This design comes from an exercise in tuning for small area, a short achievable clock period and few clock cycles per item on the open sky130 flow, not from production work. The RTL was checked by simulation tests, not by an equivalence proof against the original design.

==> run a <==
Design lac_mma, start of the top module:
module lac_mma (
    input  wire        clk,
    input  wire        rst_n,
    input  wire        in_valid,
    output wire        in_ready,
    input  wire        in_op,
    input  wire [31:0] in_a,
    input  wire [31:0] in_b,
    input  wire [31:0] in_c,
    input  wire [31:0] in_d,
    output reg         out_valid,
    input  wire        out_ready,
    output reg  [31:0] out_data
);
Settings: LEC_CHECK=0, ABC_AREA=1, CAP_MARGIN=20, CORE_MARGIN=2, CORE_UTILIZATION=40, SLEW_MARGIN=20; clock period 75.0 ns.
standard.sh (not shown) runs the stock make flow with config.mk's settings and CLKGATE_MAP_FILE= SYNTH_SCRIPT=/design/flow/synth_recipe.tcl, a recipe that flattens the netlist after the stock synthesis.
==> flow/flow/run.sh <==
#!/bin/bash
# The standard layout, with the port buffers made of buf_2 cells instead of
# the delay buffers buffer_ports picks by default. Everything else is
# standard.sh unchanged (synthesis included).
set -euo pipefail
bash standard.sh 'BUFFER_PORTS_ARGS=-buffer_cell sky130_fd_sc_hd__buf_2' finish > standard_flow.log 2>&1
==> inputs of run b, as changes to run a <==
--- a/flow/design.v
+++ b/flow/design.v
@@ -1337,15 +1337,15 @@
     wire w1196 = w1198 ^ w1062;
     wire w1197 = (w1064 & 1'b1) | (w1198 & w1062);
     wire w1201 = w312 ^ w336;
     wire w1199 = w1201 ^ w1065;
     wire w1200 = (w312 & w336) | (w1201 & w1065);
     wire [47:0] r0 = {w1199, w1196, w1193, w1190, w1187, w1184, w1181, w1178, w1175, w1172, w1169, w1166, w1163, w1160, w1157, w1154, w1151, w1148, w1145, w1142, w1139, w1136, w1133, w1130, w1127, w1124, w1121, w1118, w1115, w1112, w1109, w1106, w1103, w1100, w1097, w1094, w1091, w1088, w1085, w1082, w1079, w1076, w1073, w1070, w1068, w1066, w2, w1};
     wire [47:0] r1 = {w1197, w1194, w1191, w1188, w1185, w1182, w1179, w1176, w1173, w1170, w1167, w1164, w1161, w1158, w1155, w1152, w1149, w1146, w1143, w1140, w1137, w1134, w1131, w1128, w1125, w1122, w1119, w1116, w1113, w1110, w1107, w1104, w1101, w1098, w1095, w1092, w1089, w1086, w1083, w1080, w1077, w1074, w1071, w1069, w1067, bn1, 1'b0, bn0};
-    assign p = r0 + r1;
+    add_bk #(48) u_cpa (.a(r0), .b(r1), .ci(1'b0), .s(p), .co());
 endmodule
 module mul24_decay (
     input  wire [23:0] a,
     output wire [47:0] p
 );
     wire w1 = ~a[0];
     wire w2 = ~a[1];
==> inputs of run c, as changes to run a <==
--- a/flow/design.v
+++ b/flow/design.v
@@ -1337,15 +1337,15 @@
     wire w1196 = w1198 ^ w1062;
     wire w1197 = (w1064 & 1'b1) | (w1198 & w1062);
     wire w1201 = w312 ^ w336;
     wire w1199 = w1201 ^ w1065;
     wire w1200 = (w312 & w336) | (w1201 & w1065);
     wire [47:0] r0 = {w1199, w1196, w1193, w1190, w1187, w1184, w1181, w1178, w1175, w1172, w1169, w1166, w1163, w1160, w1157, w1154, w1151, w1148, w1145, w1142, w1139, w1136, w1133, w1130, w1127, w1124, w1121, w1118, w1115, w1112, w1109, w1106, w1103, w1100, w1097, w1094, w1091, w1088, w1085, w1082, w1079, w1076, w1073, w1070, w1068, w1066, w2, w1};
     wire [47:0] r1 = {w1197, w1194, w1191, w1188, w1185, w1182, w1179, w1176, w1173, w1170, w1167, w1164, w1161, w1158, w1155, w1152, w1149, w1146, w1143, w1140, w1137, w1134, w1131, w1128, w1125, w1122, w1119, w1116, w1113, w1110, w1107, w1104, w1101, w1098, w1095, w1092, w1089, w1086, w1083, w1080, w1077, w1074, w1071, w1069, w1067, bn1, 1'b0, bn0};
-    assign p = r0 + r1;
+    add_sk #(48) u_cpa (.a(r0), .b(r1), .ci(1'b0), .s(p), .co());
 endmodule
 module mul24_decay (
     input  wire [23:0] a,
     output wire [47:0] p
 );
     wire w1 = ~a[0];
     wire w2 = ~a[1];
@@ -1882,14 +1882,38 @@
                         p[i] = p[i] & p[i - d];
                     end
         end
     end
     assign s  = a ^ b ^ {g[W-2:0], ci};
     assign co = g[W-1];
 endmodule
+module add_sk #(parameter W = 32) (
+    input  wire [W-1:0] a,
+    input  wire [W-1:0] b,
+    input  wire         ci,
+    output wire [W-1:0] s,
+    output wire         co
+);
+    reg [W-1:0] g, p;
+    integer l, i, d;
+    always @* begin
+        p = a ^ b;
+        g = (a & b) | {{(W-1){1'b0}}, p[0] & ci};
+        for (l = 0; (1 << l) < W; l = l + 1) begin
+            d = 1 << l;
+            for (i = W - 1; i >= 0; i = i - 1)
+                if ((i / d) % 2 == 1) begin
+                    g[i] = g[i] | (p[i] & g[(i / d) * d - 1]);
+                    p[i] = p[i] & p[(i / d) * d - 1];
+                end
+        end
+    end
+    assign s  = a ^ b ^ {g[W-2:0], ci};
+    assign co = g[W-1];
+endmodule
 module lac_mma (
     input  wire        clk,
     input  wire        rst_n,
     input  wire        in_valid,
     output wire        in_ready,
     input  wire        in_op,
     input  wire [31:0] in_a,
@@ -1901,45 +1925,45 @@
     output reg  [31:0] out_data
 );
     localparam [31:0] DECAY = 32'h3F7F5C29;
     localparam [31:0] CW    = 32'h3B23D70A;
     reg go;
     assign in_ready = go;
     reg        v0, op0;
-    reg [31:0] a0, x0, y0, z0;
+    reg [31:0] a0, b0, c0, d0;
     always @(posedge clk) begin
         if (!rst_n)
             v0 <= 1'b0;
         else if (go)
             v0 <= in_valid;
     end
     always @(posedge clk) begin
         if (go || !v0) begin
             op0 <= in_op;
             a0  <= in_a;
-            x0  <= in_op ? in_b : CW;
-            y0  <= in_op ? in_c : in_b;
-            z0  <= in_op ? in_d : in_c;
+            b0  <= in_b;
+            c0  <= in_c;
+            d0  <= in_d;
         end
     end
     wire [31:0] t_decay, t_m1;
     fp32_mul_decay u_decay (.a(a0), .y(t_decay));
-    fp32_mul u_m1    (.a(x0), .b(y0), .y(t_m1));
+    fp32_mul u_m1    (.a(b0), .b(op0 ? c0 : CW), .y(t_m1));
     reg        v1;
     reg [31:0] m1, z1, s1;
     always @(posedge clk) begin
         if (!rst_n)
             v1 <= 1'b0;
         else if (go)
             v1 <= v0;
     end
     always @(posedge clk) begin
         if (go || !v1) begin
             m1 <= t_m1;
-            z1 <= z0;
+            z1 <= op0 ? d0 : c0;
             s1 <= op0 ? a0 : t_decay;
         end
     end
     wire [31:0] t_m2;
     fp32_mul u_m2 (.a(m1), .b(z1), .y(t_m2));
     reg        v2;
     reg [31:0] m2, s2;
==> comparison <==
- The highest worst setup slack belongs to run c, the lowest to run b.
- Clock skew, lowest first: run a, run c, run b.
- In flip-flop and latch count, run b and run c do not differ.
- First-iteration DRC count, highest first: run c, run a, run b.
- Between run b and run a, the lower register-to-register slack is in run b (gap 1.4 ns).
- The lowest via count belongs to run b, the highest to run a.
- The lowest synthesized cell count belongs to run b, the highest to run a.
==> figures <==
Kind of capture point of the worst setup path: run c primary output; run b register; run a register
Number of detailed-route iterations in the first pass: run c 6; run b 6; run a 7
Utilization of the core after routing: run c 43.2%; run b 42.9%; run a 42.9%
Fin Clk Skew: run c 0.0500 ns; run b 0.0529 ns; run a 0.0240 ns
R2r endpoint: run c m1[0]; run b m2[29]; run a out_data[17]
Critical path peak fanout: run c 6; run b 32; run a 83
Result of the run: run c finished clean; run b finished clean; run a finished clean
Count of fill cells added during filler insertion: run c 16700; run b 16600; run a 17200
Antenna diodes: run c 0; run b 6; run a 14
Non-CTS buffers: run c 332; run b 306; run a 314
Height of the die: run c 410 um; run b 409 um; run a 415 um
Vias per std cell: run c 5.70; run b 5.66; run a 5.63
Worst r2r src: run c op0; run b z1[15]; run a m2[7]
Synthesized-area fraction occupied by ao, oa, aoi and oai cells: run c 12.4%; run b 12.8%; run a 12.8%
Hold slack final: run c 0.399 ns; run b 0.418 ns; run a 0.412 ns
Topmost layer with routed signal wires: run c met5; run b met5; run a met4
Testbench counts of run a, summed over its fixed seeds: cycles 9,632, items 9,600.
Testbench counts of run b, summed over its fixed seeds: cycles 9,632, items 9,600.
Testbench counts of run c, summed over its fixed seeds: cycles 9,632, items 9,600.

========
==> inputs of run G <==
lac_mma, a different RTL version from the one above (not shown whole).
==> module lac_mma, before the edit <==
module lac_mma (
    input  wire        clk,
    input  wire        rst_n,
    input  wire        in_valid,
    output wire        in_ready,
    input  wire        in_op,
    input  wire [31:0] in_a,
    input  wire [31:0] in_b,
    input  wire [31:0] in_c,
    input  wire [31:0] in_d,
    output reg         out_valid,
    input  wire        out_ready,
    output reg  [31:0] out_data
);
    localparam [31:0] DECAY = 32'h3F7F5C29;
    localparam [31:0] CW    = 32'h3B23D70A;
    reg go;
    assign in_ready = go;
    reg        v0, op0;
    reg [31:0] a0, x0, y0, z0;
    always @(posedge clk) begin
        if (!rst_n)
            v0 <= 1'b0;
        else if (go)
            v0 <= in_valid;
    end
    always @(posedge clk) begin
        if (go || !v0) begin
            op0 <= in_op;
            a0  <= in_a;
            x0  <= in_op ? in_b : CW;
            y0  <= in_op ? in_c : in_b;
            z0  <= in_op ? in_d : in_c;
        end
    end
    wire [31:0] t_decay, t_m1;
    fp32_mul_decay u_decay (.a(a0), .y(t_decay));
    fp32_mul u_m1    (.a(x0), .b(y0), .y(t_m1));
    reg        v1;
    reg [31:0] m1, z1, s1;
    always @(posedge clk) begin
        if (!rst_n)
            v1 <= 1'b0;
        else if (go)
            v1 <= v0;
    end
    always @(posedge clk) begin
        if (go || !v1) begin
            m1 <= t_m1;
            z1 <= z0;
            s1 <= op0 ? a0 : t_decay;
        end
    end
    wire [31:0] t_m2;
    fp32_mul u_m2 (.a(m1), .b(z1), .y(t_m2));
    reg        v2;
    reg [31:0] m2, s2;
    always @(posedge clk) begin
        if (!rst_n)
            v2 <= 1'b0;
        else if (go)
            v2 <= v1;
    end
    always @(posedge clk) begin
        if (go || !v2) begin
            m2 <= t_m2;
            s2 <= s1;
        end
    end
    wire [31:0] t_sum;
    fp32_add u_add (.a(s2), .b(m2), .y(t_sum));
    wire push = go && v2;
    wire pop  = out_valid && out_ready;
    reg        sk_valid;
    reg [31:0] sk_data;
    wire out_valid_n = sk_valid | push | (out_valid & ~pop);
    wire sk_valid_n  = out_valid & sk_valid & ~pop | (out_valid & (sk_valid | ~pop) & push);
    always @(posedge clk) begin
        if (!rst_n) begin
            out_valid <= 1'b0;
            sk_valid  <= 1'b0;
            go        <= 1'b1;
        end else begin
            out_valid <= out_valid_n;
            sk_valid  <= sk_valid_n;
            go        <= ~(out_valid_n & sk_valid_n);
        end
    end
    always @(posedge clk) begin
        if (!out_valid || pop)
            out_data <= sk_valid ? sk_data : t_sum;
        if (go && v2 && out_valid && !out_ready)
            sk_data <= t_sum;
    end
endmodule
Settings: LEC_CHECK=0, ABC_AREA=1, CAP_MARGIN=20, CORE_MARGIN=2, CORE_UTILIZATION=40, SLEW_MARGIN=20; clock period 75.0 ns.
run.sh (not shown) runs the stock make flow with config.mk's settings and CLKGATE_MAP_FILE= SYNTH_SCRIPT=/design/flow/synth_recipe.tcl, a recipe that flattens the netlist after the stock synthesis.
Stock flow here: none of the scripts above is used.
==> run D: changes against run G <==
--- a/flow/design.v
+++ b/flow/design.v
@@ -20,42 +20,49 @@
     wire [23:0] mb = {|eb, b[22:0]};
     wire [47:0] p;
     mul24 u_mul (.a(ma), .b(mb), .p(p));
     wire signed [10:0] e0 = $signed({3'b0, ea}) + $signed({3'b0, eb})
                           + $signed({10'b0, ~|ea}) + $signed({10'b0, ~|eb}) - 11'sd127;
-    reg [4:0] tza, tzb;
-    reg [4:0] z;
+    reg [4:0] lza, lzb, tza, tzb;
     integer i;
     always @* begin
+        lza = 5'd24;
+        lzb = 5'd24;
         tza = 5'd24;
         tzb = 5'd24;
+        for (i = 0; i <= 23; i = i + 1) begin
+            if (ma[i]) lza = 23 - i;
+            if (mb[i]) lzb = 23 - i;
+        end
         for (i = 23; i >= 0; i = i - 1) begin
             if (ma[i]) tza = i[4:0];
             if (mb[i]) tzb = i[4:0];
         end
     end
-    always @* begin
-        z = 5'd25;
-        for (i = 23; i <= 47; i = i + 1)
-            if (p[i]) z = 47 - i;
-    end
-    wire        right = e0[10];                       
-    wire [4:0]  e0s   = (|e0[9:5]) ? 5'd31 : e0[4:0];   
-    wire [4:0]  sh    = (z < e0s) ? z : e0s;          
+    wire [5:0]  lzs   = {1'b0, lza} + {1'b0, lzb};
+    wire        right = e0[10];                         
+    wire [5:0]  e0s   = (|e0[9:6]) ? 6'd63 : e0[5:0];    
+    wire        lz_lt = lzs < e0s;
+    wire [4:0]  sh1   = lz_lt ? lzs[4:0] : e0s[4:0];    
     wire [10:0] nege0 = -e0;
     wire [4:0]  r     = (|nege0[9:5]) ? 5'd31 : nege0[4:0];  
-    wire [5:0]  u   = right ? (6'd24 + {1'b0, r}) : (6'd24 - {1'b0, sh});
-    wire [71:0] v0  = {p, 24'd0};
-    wire [71:0] v1  = u[5] ? {32'd0, v0[71:32]} : v0;
-    wire [71:0] v2  = u[4] ? {16'd0, v1[71:16]} : v1;
-    wire [71:0] v3  = u[3] ? {8'd0, v2[71:8]} : v2;
-    wire [71:0] v4  = u[2] ? {4'd0, v3[71:4]} : v3;
-    wire [71:0] v5  = u[1] ? {2'd0, v4[71:2]} : v4;
-    wire [71:0] v   = u[0] ? {1'd0, v5[71:1]} : v5;
-    wire [24:0] m   = v[47:23];
+    wire [5:0]  u   = right ? (6'd24 + {1'b0, r}) : (6'd24 - {1'b0, sh1});
+    wire [72:0] v0  = {p, 25'd0};
+    wire [72:0] v1  = u[5] ? {32'd0, v0[72:32]} : v0;
+    wire [72:0] v2  = u[4] ? {16'd0, v1[72:16]} : v1;
+    wire [72:0] v3  = u[3] ? {8'd0, v2[72:8]} : v2;
+    wire [72:0] v4  = u[2] ? {4'd0, v3[72:4]} : v3;
+    wire [72:0] v5  = u[1] ? {2'd0, v4[72:2]} : v4;
+    wire [72:0] v   = u[0] ? {1'd0, v5[72:1]} : v5;
+    wire [25:0] w   = v[48:23];
+    wire        fix = !right && lz_lt && !w[25];
+    wire [24:0] m   = fix ? w[24:0] : w[25:1];
     wire [5:0]  tzp = {1'b0, tza} + {1'b0, tzb};
-    wire        sticky = ({1'b0, tzp} + 7'd2) <= {1'b0, u};
+    wire        st0 = ({1'b0, tzp} + 7'd2) <= {1'b0, u};
+    wire        st1 = ({1'b0, tzp} + 7'd3) <= {1'b0, u};
+    wire        sticky = fix ? st1 : st0;
+    wire [4:0]  sh  = sh1 + {4'd0, fix};
     wire [9:0]  eres   = e0[9:0] + 10'd1 - {5'b0, sh};    
     wire        norm   = m[24];
     wire [7:0]  e_field = (norm && !right) ? eres[7:0] : 8'd0;
     wire        ovf    = !right && norm && (eres > 10'd254);
     wire        guard  = m[0];
@@ -1074,11 +1081,11 @@
     wire w934 = (w843 & 1'b1) | (w843 & w842) | (1'b1 & w842);
     wire w935 = w312 ^ w336 ^ w844;
     wire w936 = (w312 & w336) | (w312 & w844) | (w336 & w844);
     wire [47:0] r0 = {w935, w933, w931, w929, w927, w925, w923, w921, w919, w917, w915, w913, w911, w909, w907, w905, w903, w901, w899, w897, w895, w893, w891, w889, w887, w885, w883, w881, w879, w877, w875, w873, w871, w869, w867, w865, w863, w861, w859, w857, w855, w853, w851, w849, w847, w845, w2, w1};
     wire [47:0] r1 = {w934, w932, w930, w928, w926, w924, w922, w920, w918, w916, w914, w912, w910, w908, w906, w904, w902, w900, w898, w896, w894, w892, w890, w888, w886, w884, w882, w880, w878, w876, w874, w872, w870, w868, w866, w864, w862, w860, w858, w856, w854, w852, w850, w848, w846, bn1, 1'b0, bn0};
-    add_bk #(48) u_cpa (.a(r0), .b(r1), .ci(1'b0), .s(p), .co());
+    assign p = r0 + r1;
 endmodule
 module mul24_decay (
     input  wire [23:0] a,
     output wire [47:0] p
 );
==> run Y: changes against run G <==
--- a/flow/design.v
+++ b/flow/design.v
@@ -42,28 +42,21 @@
     wire [4:0]  e0s   = (|e0[9:5]) ? 5'd31 : e0[4:0];   
     wire [4:0]  sh    = (z < e0s) ? z : e0s;          
     wire [10:0] nege0 = -e0;
     wire [4:0]  r     = (|nege0[9:5]) ? 5'd31 : nege0[4:0];  
     wire [5:0]  u   = right ? (6'd24 + {1'b0, r}) : (6'd24 - {1'b0, sh});
-    wire [71:0] v0  = {p, 24'd0};
-    wire [71:0] v1  = u[5] ? {32'd0, v0[71:32]} : v0;
-    wire [71:0] v2  = u[4] ? {16'd0, v1[71:16]} : v1;
-    wire [71:0] v3  = u[3] ? {8'd0, v2[71:8]} : v2;
-    wire [71:0] v4  = u[2] ? {4'd0, v3[71:4]} : v3;
-    wire [71:0] v5  = u[1] ? {2'd0, v4[71:2]} : v4;
-    wire [71:0] v   = u[0] ? {1'd0, v5[71:1]} : v5;
+    wire [71:0] v   = {p, 24'd0} >> u;
     wire [24:0] m   = v[47:23];
     wire [5:0]  tzp = {1'b0, tza} + {1'b0, tzb};
     wire        sticky = ({1'b0, tzp} + 7'd2) <= {1'b0, u};
     wire [9:0]  eres   = e0[9:0] + 10'd1 - {5'b0, sh};    
     wire        norm   = m[24];
     wire [7:0]  e_field = (norm && !right) ? eres[7:0] : 8'd0;
     wire        ovf    = !right && norm && (eres > 10'd254);
     wire        guard  = m[0];
     wire        rup    = guard & (sticky | m[1]);
-    wire [30:0] rounded;
-    add_bk #(31) u_rnd (.a({e_field, m[23:1]}), .b(31'd0), .ci(rup), .s(rounded), .co());
+    wire [30:0] rounded = {e_field, m[23:1]} + {30'd0, rup};
     always @* begin
         if (a_nan || b_nan || (a_inf && b_zero) || (b_inf && a_zero))
             y = 32'h7FC00000;
         else if (a_inf || b_inf || ovf)
             y = {s, 8'hFF, 23'd0};
@@ -86,12 +79,11 @@
     wire [7:0]  e_field = p[47] ? ea : (hi ? 8'd0 : ea - 8'd1);
     wire [22:0] mant  = hi ? p[46:24] : p[45:23];
     wire        guard = hi ? p[23] : p[22];
     wire        sticky = hi ? ~a_fz : (|a[21:0]);
     wire        rup   = guard & (sticky | mant[0]);
-    wire [30:0] rounded;
-    add_bk #(31) u_rnd (.a({e_field, mant}), .b(31'd0), .ci(rup), .s(rounded), .co());
+    wire [30:0] rounded = {e_field, mant} + {30'd0, rup};
     assign y = (&ea) ? (a_fz ? {a[31], 8'hFF, 23'd0} : 32'h7FC00000)
              : (ea == 8'd0 && a_fz) ? {a[31], 31'd0}
              : {a[31], rounded};
 endmodule
 module mul24 (
@@ -1074,11 +1066,11 @@
     wire w934 = (w843 & 1'b1) | (w843 & w842) | (1'b1 & w842);
     wire w935 = w312 ^ w336 ^ w844;
     wire w936 = (w312 & w336) | (w312 & w844) | (w336 & w844);
     wire [47:0] r0 = {w935, w933, w931, w929, w927, w925, w923, w921, w919, w917, w915, w913, w911, w909, w907, w905, w903, w901, w899, w897, w895, w893, w891, w889, w887, w885, w883, w881, w879, w877, w875, w873, w871, w869, w867, w865, w863, w861, w859, w857, w855, w853, w851, w849, w847, w845, w2, w1};
     wire [47:0] r1 = {w934, w932, w930, w928, w926, w924, w922, w920, w918, w916, w914, w912, w910, w908, w906, w904, w902, w900, w898, w896, w894, w892, w890, w888, w886, w884, w882, w880, w878, w876, w874, w872, w870, w868, w866, w864, w862, w860, w858, w856, w854, w852, w850, w848, w846, bn1, 1'b0, bn0};
-    add_bk #(48) u_cpa (.a(r0), .b(r1), .ci(1'b0), .s(p), .co());
+    assign p = r0 + r1;
 endmodule
 module mul24_decay (
     input  wire [23:0] a,
     output wire [47:0] p
 );
@@ -1408,11 +1400,11 @@
     wire w324 = a[22] & 1'b1;
     wire w325 = a[23] ^ 1'b1;
     wire w326 = a[23] & 1'b1;
     wire [47:0] r0 = {w325, w323, w321, w319, w317, w315, w313, w311, w309, w307, w305, w303, w301, w299, w297, w295, w293, w291, w289, w287, w285, w283, w281, w279, w277, w275, w273, w271, w269, w267, w265, w263, w261, w259, w257, w255, w253, w251, w249, w247, w245, w243, w241, a[4], a[3], a[2], a[1], a[0]};
     wire [47:0] r1 = {w324, w322, w320, w318, w316, w314, w312, w310, w308, w306, w304, w302, w300, w298, w296, w294, w292, w290, w288, w286, w284, w282, w280, w278, w276, w274, w272, w270, w268, w266, w264, w262, w260, w258, w256, w254, w252, w250, w248, w246, w244, w242, a[0], a[1], a[0], 1'b0, 1'b0, 1'b0};
-    add_bk #(48) u_cpa (.a(r0), .b(r1), .ci(1'b0), .s(p), .co());
+    assign p = r0 + r1;
 endmodule
 module fp32_add (
     input  wire [31:0] a,
     input  wire [31:0] b,
     output reg  [31:0] y
@@ -1421,71 +1413,49 @@
     wire b_max = &b[30:23];
     wire a_nan = a_max & (|a[22:0]);
     wire b_nan = b_max & (|b[22:0]);
     wire a_inf = a_max & ~(|a[22:0]);
     wire b_inf = b_max & ~(|b[22:0]);
-    wire        a_sub = ~|a[30:23];
-    wire        b_sub = ~|b[30:23];
-    wire [7:0]  ea    = {a[30:24], a[23] | a_sub};
-    wire [7:0]  eb    = {b[30:24], b[23] | b_sub};
-    wire [23:0] ma    = {~a_sub, a[22:0]};
-    wire [23:0] mb    = {~b_sub, b[22:0]};
-    reg  [4:0]  tza, tzb;
+    wire        swap = (b[30:0] > a[30:0]);
+    wire [31:0] p    = swap ? b : a;
+    wire [31:0] q    = swap ? a : b;
+    wire        p_sub = ~|p[30:23];
+    wire        q_sub = ~|q[30:23];
+    wire [23:0] mp   = {~p_sub, p[22:0]};
+    wire [23:0] mq   = {~q_sub, q[22:0]};
+    wire [7:0]  d    = p[30:23] - q[30:23] - {7'd0, q_sub & ~p_sub};
+    wire        sub  = p[31] ^ q[31];
+    wire [4:0]  ds   = (|d[7:5]) ? 5'd31 : d[4:0];
+    wire [26:0] qx   = {mq, 3'b000} >> ds;
+    reg  [4:0]  tzq;
     integer j;
     always @* begin
-        tza = 5'd31;
-        tzb = 5'd31;
-        for (j = 23; j >= 0; j = j - 1) begin
-            if (ma[j]) tza = j[4:0];
-            if (mb[j]) tzb = j[4:0];
-        end
+        tzq = 5'd31;
+        for (j = 23; j >= 0; j = j - 1)
+            if (mq[j]) tzq = j[4:0];
     end
-    wire        a_ge_b;
-    add_bk #(31) u_cmp (.a(a[30:0]), .b(~b[30:0]), .ci(1'b1), .s(), .co(a_ge_b));
-    wire        swap = ~a_ge_b;
-    wire [7:0]  dab  = ea - eb;
-    wire [7:0]  dba  = eb - ea;
-    wire [7:0]  d    = swap ? dba : dab;
-    wire [31:0] p    = swap ? b : a;
-    wire [23:0] mp   = swap ? mb : ma;
-    wire [23:0] mq   = swap ? ma : mb;
-    wire [7:0]  ep   = swap ? eb : ea;
-    wire [4:0]  tzq  = swap ? tza : tzb;
-    wire        sub  = a[31] ^ b[31];
-    wire [4:0]  ds   = (|d[7:5]) ? 5'd31 : d[4:0];
-    wire [26:0] q0   = {mq, 3'b000};
-    wire [26:0] q1   = ds[4] ? {16'd0, q0[26:16]} : q0;
-    wire [26:0] q2   = ds[3] ? {8'd0, q1[26:8]} : q1;
-    wire [26:0] q3   = ds[2] ? {4'd0, q2[26:4]} : q2;
-    wire [26:0] q4   = ds[1] ? {2'd0, q3[26:2]} : q3;
-    wire [26:0] qx   = ds[0] ? {1'd0, q4[26:1]} : q4;
     wire        qst  = ({1'b0, tzq} + 6'd3) < {1'b0, ds};
     wire [26:0] qa   = {qx[26:1], qx[0] | qst};
     wire [27:0] px  = {1'b0, mp, 3'b000};
-    wire [27:0] sum;
-    add_bk #(28) u_sum (.a(px), .b({1'b0, qa} ^ {28{sub}}), .ci(sub), .s(sum), .co());
+    wire [27:0] sum = sub ? (px - {1'b0, qa}) : (px + {1'b0, qa});
     reg [4:0] lz;
     integer i;
     always @* begin
         lz = 5'd27;
         for (i = 0; i <= 26; i = i + 1)
             if (sum[i]) lz = 26 - i;
     end
+    wire [7:0]  ep  = p_sub ? 8'd1 : p[30:23];
     wire [7:0]  epm = ep - 8'd1;
     wire [4:0]  lim = (|epm[7:5]) ? 5'd31 : epm[4:0];
     wire [4:0]  sh  = (lz < lim) ? lz : lim;
-    wire [27:0] l1  = sh[4] ? {sum[11:0], 16'd0} : sum;
-    wire [27:0] l2  = sh[3] ? {l1[19:0], 8'd0} : l1;
-    wire [27:0] l3  = sh[2] ? {l2[23:0], 4'd0} : l2;
-    wire [27:0] l4  = sh[1] ? {l3[25:0], 2'd0} : l3;
-    wire [27:0] nl  = sh[0] ? {l4[26:0], 1'd0} : l4;
+    wire [27:0] nl  = sum << sh;
     wire [27:0] n   = sum[27] ? {1'b0, sum[27:2], sum[1] | sum[0]} : nl;
     wire [8:0]  e   = sum[27] ? ({1'b0, ep} + 9'd1) : ({1'b0, ep} - {4'd0, sh});
     wire [7:0]  e_field = n[26] ? e[7:0] : 8'd0;
     wire        rup     = n[2] & (n[1] | n[0] | n[3]);
-    wire [30:0] rounded;
-    add_bk #(31) u_rnd (.a({e_field, n[25:3]}), .b(31'd0), .ci(rup), .s(rounded), .co());
+    wire [30:0] rounded = {e_field, n[25:3]} + {30'd0, rup};
     always @* begin
         if (a_nan || b_nan || (a_inf && b_inf && (a[31] != b[31])))
             y = 32'h7FC00000;
         else if (a_inf)
             y = a;
@@ -1497,43 +1467,10 @@
             y = {p[31], 8'hFF, 23'd0};
         else
             y = {p[31], rounded};
     end
 endmodule
-module add_bk #(parameter W = 32) (
-    input  wire [W-1:0] a,
-    input  wire [W-1:0] b,
-    input  wire         ci,
-    output wire [W-1:0] s,
-    output wire         co
-);
-    reg [W-1:0] g, p;
-    integer l, i, d;
-    always @* begin
-        p = a ^ b;
-        g = (a & b) | {{(W-1){1'b0}}, p[0] & ci};
-        for (l = 0; (1 << l) < W; l = l + 1) begin
-            d = 1 << l;
-            for (i = 0; i < W; i = i + 1)
-                if (((i + 1) % (2 * d)) == 0) begin
-                    g[i] = g[i] | (p[i] & g[i - d]);
-                    p[i] = p[i] & p[i - d];
-                end
-        end
-        for (l = 30; l >= 0; l = l - 1) begin
-            d = 1 << l;
-            if (2 * d < W)
-                for (i = 0; i < W; i = i + 1)
-                    if (((i + 1) % (2 * d)) == d && i >= 2 * d) begin
-                        g[i] = g[i] | (p[i] & g[i - d]);
-                        p[i] = p[i] & p[i - d];
-                    end
-        end
-    end
-    assign s  = a ^ b ^ {g[W-2:0], ci};
-    assign co = g[W-1];
-endmodule
 module lac_mma (
     input  wire        clk,
     input  wire        rst_n,
     input  wire        in_valid,
     output wire        in_ready,
@@ -1549,29 +1486,29 @@
     localparam [31:0] DECAY = 32'h3F7F5C29;
     localparam [31:0] CW    = 32'h3B23D70A;
     reg go;
     assign in_ready = go;
     reg        v0, op0;
-    reg [31:0] a0, x0, y0, z0;
+    reg [31:0] a0, b0, c0, d0;
     always @(posedge clk) begin
         if (!rst_n)
             v0 <= 1'b0;
         else if (go)
             v0 <= in_valid;
     end
     always @(posedge clk) begin
         if (go || !v0) begin
             op0 <= in_op;
             a0  <= in_a;
-            x0  <= in_op ? in_b : CW;
-            y0  <= in_op ? in_c : in_b;
-            z0  <= in_op ? in_d : in_c;
+            b0  <= in_b;
+            c0  <= in_c;
+            d0  <= in_d;
         end
     end
     wire [31:0] t_decay, t_m1;
     fp32_mul_decay u_decay (.a(a0), .y(t_decay));
-    fp32_mul u_m1    (.a(x0), .b(y0), .y(t_m1));
+    fp32_mul u_m1    (.a(op0 ? b0 : CW),    .b(op0 ? c0 : b0),  .y(t_m1));
     reg        v1;
     reg [31:0] m1, z1, s1;
     always @(posedge clk) begin
         if (!rst_n)
             v1 <= 1'b0;
@@ -1579,11 +1516,11 @@
             v1 <= v0;
     end
     always @(posedge clk) begin
         if (go || !v1) begin
             m1 <= t_m1;
-            z1 <= z0;
+            z1 <= op0 ? d0 : c0;
             s1 <= op0 ? a0 : t_decay;
         end
     end
     wire [31:0] t_m2;
     fp32_mul u_m2 (.a(m1), .b(z1), .y(t_m2));
==> run Z: changes against run G <==
--- a/flow/design.v
+++ b/flow/design.v
@@ -1549,29 +1549,29 @@
     localparam [31:0] DECAY = 32'h3F7F5C29;
     localparam [31:0] CW    = 32'h3B23D70A;
     reg go;
     assign in_ready = go;
     reg        v0, op0;
-    reg [31:0] a0, x0, y0, z0;
+    reg [31:0] a0, b0, c0, d0;
     always @(posedge clk) begin
         if (!rst_n)
             v0 <= 1'b0;
         else if (go)
             v0 <= in_valid;
     end
     always @(posedge clk) begin
         if (go || !v0) begin
             op0 <= in_op;
             a0  <= in_a;
-            x0  <= in_op ? in_b : CW;
-            y0  <= in_op ? in_c : in_b;
-            z0  <= in_op ? in_d : in_c;
+            b0  <= in_b;
+            c0  <= in_c;
+            d0  <= in_d;
         end
     end
     wire [31:0] t_decay, t_m1;
     fp32_mul_decay u_decay (.a(a0), .y(t_decay));
-    fp32_mul u_m1    (.a(x0), .b(y0), .y(t_m1));
+    fp32_mul u_m1    (.a(op0 ? b0 : CW),    .b(op0 ? c0 : b0),  .y(t_m1));
     reg        v1;
     reg [31:0] m1, z1, s1;
     always @(posedge clk) begin
         if (!rst_n)
             v1 <= 1'b0;
@@ -1579,11 +1579,11 @@
             v1 <= v0;
     end
     always @(posedge clk) begin
         if (go || !v1) begin
             m1 <= t_m1;
-            z1 <= z0;
+            z1 <= op0 ? d0 : c0;
             s1 <= op0 ? a0 : t_decay;
         end
     end
     wire [31:0] t_m2;
     fp32_mul u_m2 (.a(m1), .b(z1), .y(t_m2));
==> flow/flow/run.sh (new file) <==
#!/bin/bash
# The standard layout, with the port buffers made of buf_2 cells instead of
# the delay buffers buffer_ports picks by default. Everything else is
# standard.sh unchanged (synthesis included).
set -euo pipefail
bash standard.sh 'BUFFER_PORTS_ARGS=-buffer_cell sky130_fd_sc_hd__buf_2' finish > standard_flow.log 2>&1
==> flow/standard.sh (new file) <==
#!/bin/bash
# synth_recipe.tcl (not shown) runs the flow's synth.tcl, then flattens the netlist and writes it again
# the make line also repeats each setting of config.mk as NAME=value (left out here)
make -C /OpenROAD-flow-scripts/flow DESIGN_CONFIG=/design/flow/config.mk WORK_HOME=/design/flow/orfs CLKGATE_MAP_FILE= SYNTH_SCRIPT=/design/flow/synth_recipe.tcl "${@:-finish}"
removed: flow/run.sh
==> metrics.md <==
| Metric | Value |
|---|---|
| Max FO, Critical Path | `6` |
| Via density | `5.66` |
| Hold endpoint | `s2[11]` |
| Outcome | `finished clean` |
| Seq/Total Area, Yosys | `15.6%` |
| First-pass DRT Iterations | `9` |
-- figures above: run D

==> metrics.md <==
| Metric | Value |
|---|---|
| First-pass DRT Iterations | `13` |
| RR Endpoint | `m1[22]` |
| Outcome | `finished clean` |
| Setup ws final | `58.07 ns` |
| CP peak stage delay | `0.86 ns` |
| Worst Path Required | `75.40 ns` |
| Seq/Total Area, Yosys | `16.2%` |
| Via density | `5.61` |
| Max FO, Critical Path | `64` |
| Hold endpoint | `s2[8]` |
| Synth Flop Type | `edfxtp_1` |
-- figures above: run Z

==> metrics.md <==
| Metric | Value |
|---|---|
| Layout clock buffers | `61` |
| First-pass DRT Iterations | `10` |
| Outcome | `finished clean` |
| DP Area | `70000 µm²` |
| Buffers excl. clock | `302` |
| Die ar. | `169000 µm²` |
| Max FO, Critical Path | `6` |
| Period utilisation layout | `22.4%` |
| Via density | `5.58` |
-- figures above: run G

==> metrics.md <==
| Metric | Value |
|---|---|
| Hold endpoint | `s2[10]` |
| First-pass DRT Iterations | `8` |
| Reg2Reg Launch Point | `m2[14]` |
| HP Class | `flip-flop to flip-flop` |
| Outcome | `finished clean` |
| Via density | `5.61` |
| Max FO, Critical Path | `53` |
| Top routing layer in use | `met5` |
| Max-cap viol count | `0` |
| Post-Synth XOR/XNOR Area | `10.3%` |
-- figures above: run Y

Testbench counts of run G, summed over its fixed seeds: cycles 9,632, items 9,600.
Testbench counts of run D, summed over its fixed seeds: cycles 9,632, items 9,600.
Testbench counts of run Y, summed over its fixed seeds: cycles 9,632, items 9,600.
Testbench counts of run Z, summed over its fixed seeds: cycles 9,632, items 9,600.

[afterwards: timing with drivers on the ports]
The results above use ideal ports. As a check the final layouts listed here were re-extracted and re-timed, cells and wires unchanged. Step 1 (the two cells are an assumption about what drives the block):
set clk [get_ports {clk}]
set_driving_cell -lib_cell sky130_fd_sc_hd__clkbuf_16 $clk
set_driving_cell -lib_cell sky130_fd_sc_hd__buf_2 [delete_from_list [all_inputs] $clk]
Step 2 adds t to the input delays and takes it off the output delays; t is the mean of the earliest and latest rising clock arrival at the registers after step 1. Input paths then give back, and output paths get back, about the clock's delay inside the block. Slacks: ideal / step 1 / step 2; pairs: ideal / step 1.
run | t (ns) | setup WS [ns] | worst setup path at the end | clock arrival spread, ns | worst slew at a driven data input, ns
run a | 0.694 | 58.591 / 58.653 / 57.961 | input to register | 0.031 / 0.032 | 0.29
run b | 0.706 | 58.420 / 58.420 / 57.948 | input to register | 0.054 / 0.054 | 0.08
run c | 0.736 | 58.768 / 58.692 / 58.633 | input to register | 0.053 / 0.053 | 0.26
run G | 0.772 | 58.204 / 58.124 / 57.897 | input to register | 0.058 / 0.057 | 0.12
run D | 0.715 | 58.338 / 58.255 / 57.940 | input to register | 0.056 / 0.057 | 0.09
run Y | 0.689 | 57.561 / 57.561 / 57.561 | register to register | 0.044 / 0.044 | 0.29
run Z | 0.766 | 58.070 / 58.070 / 58.070 | register to register | 0.057 / 0.057 | 0.09
After both steps every run listed still meets setup and hold. The setup slack of run a, which loses most, moves by +0.062 ns with the drivers and by -0.630 ns with both steps.
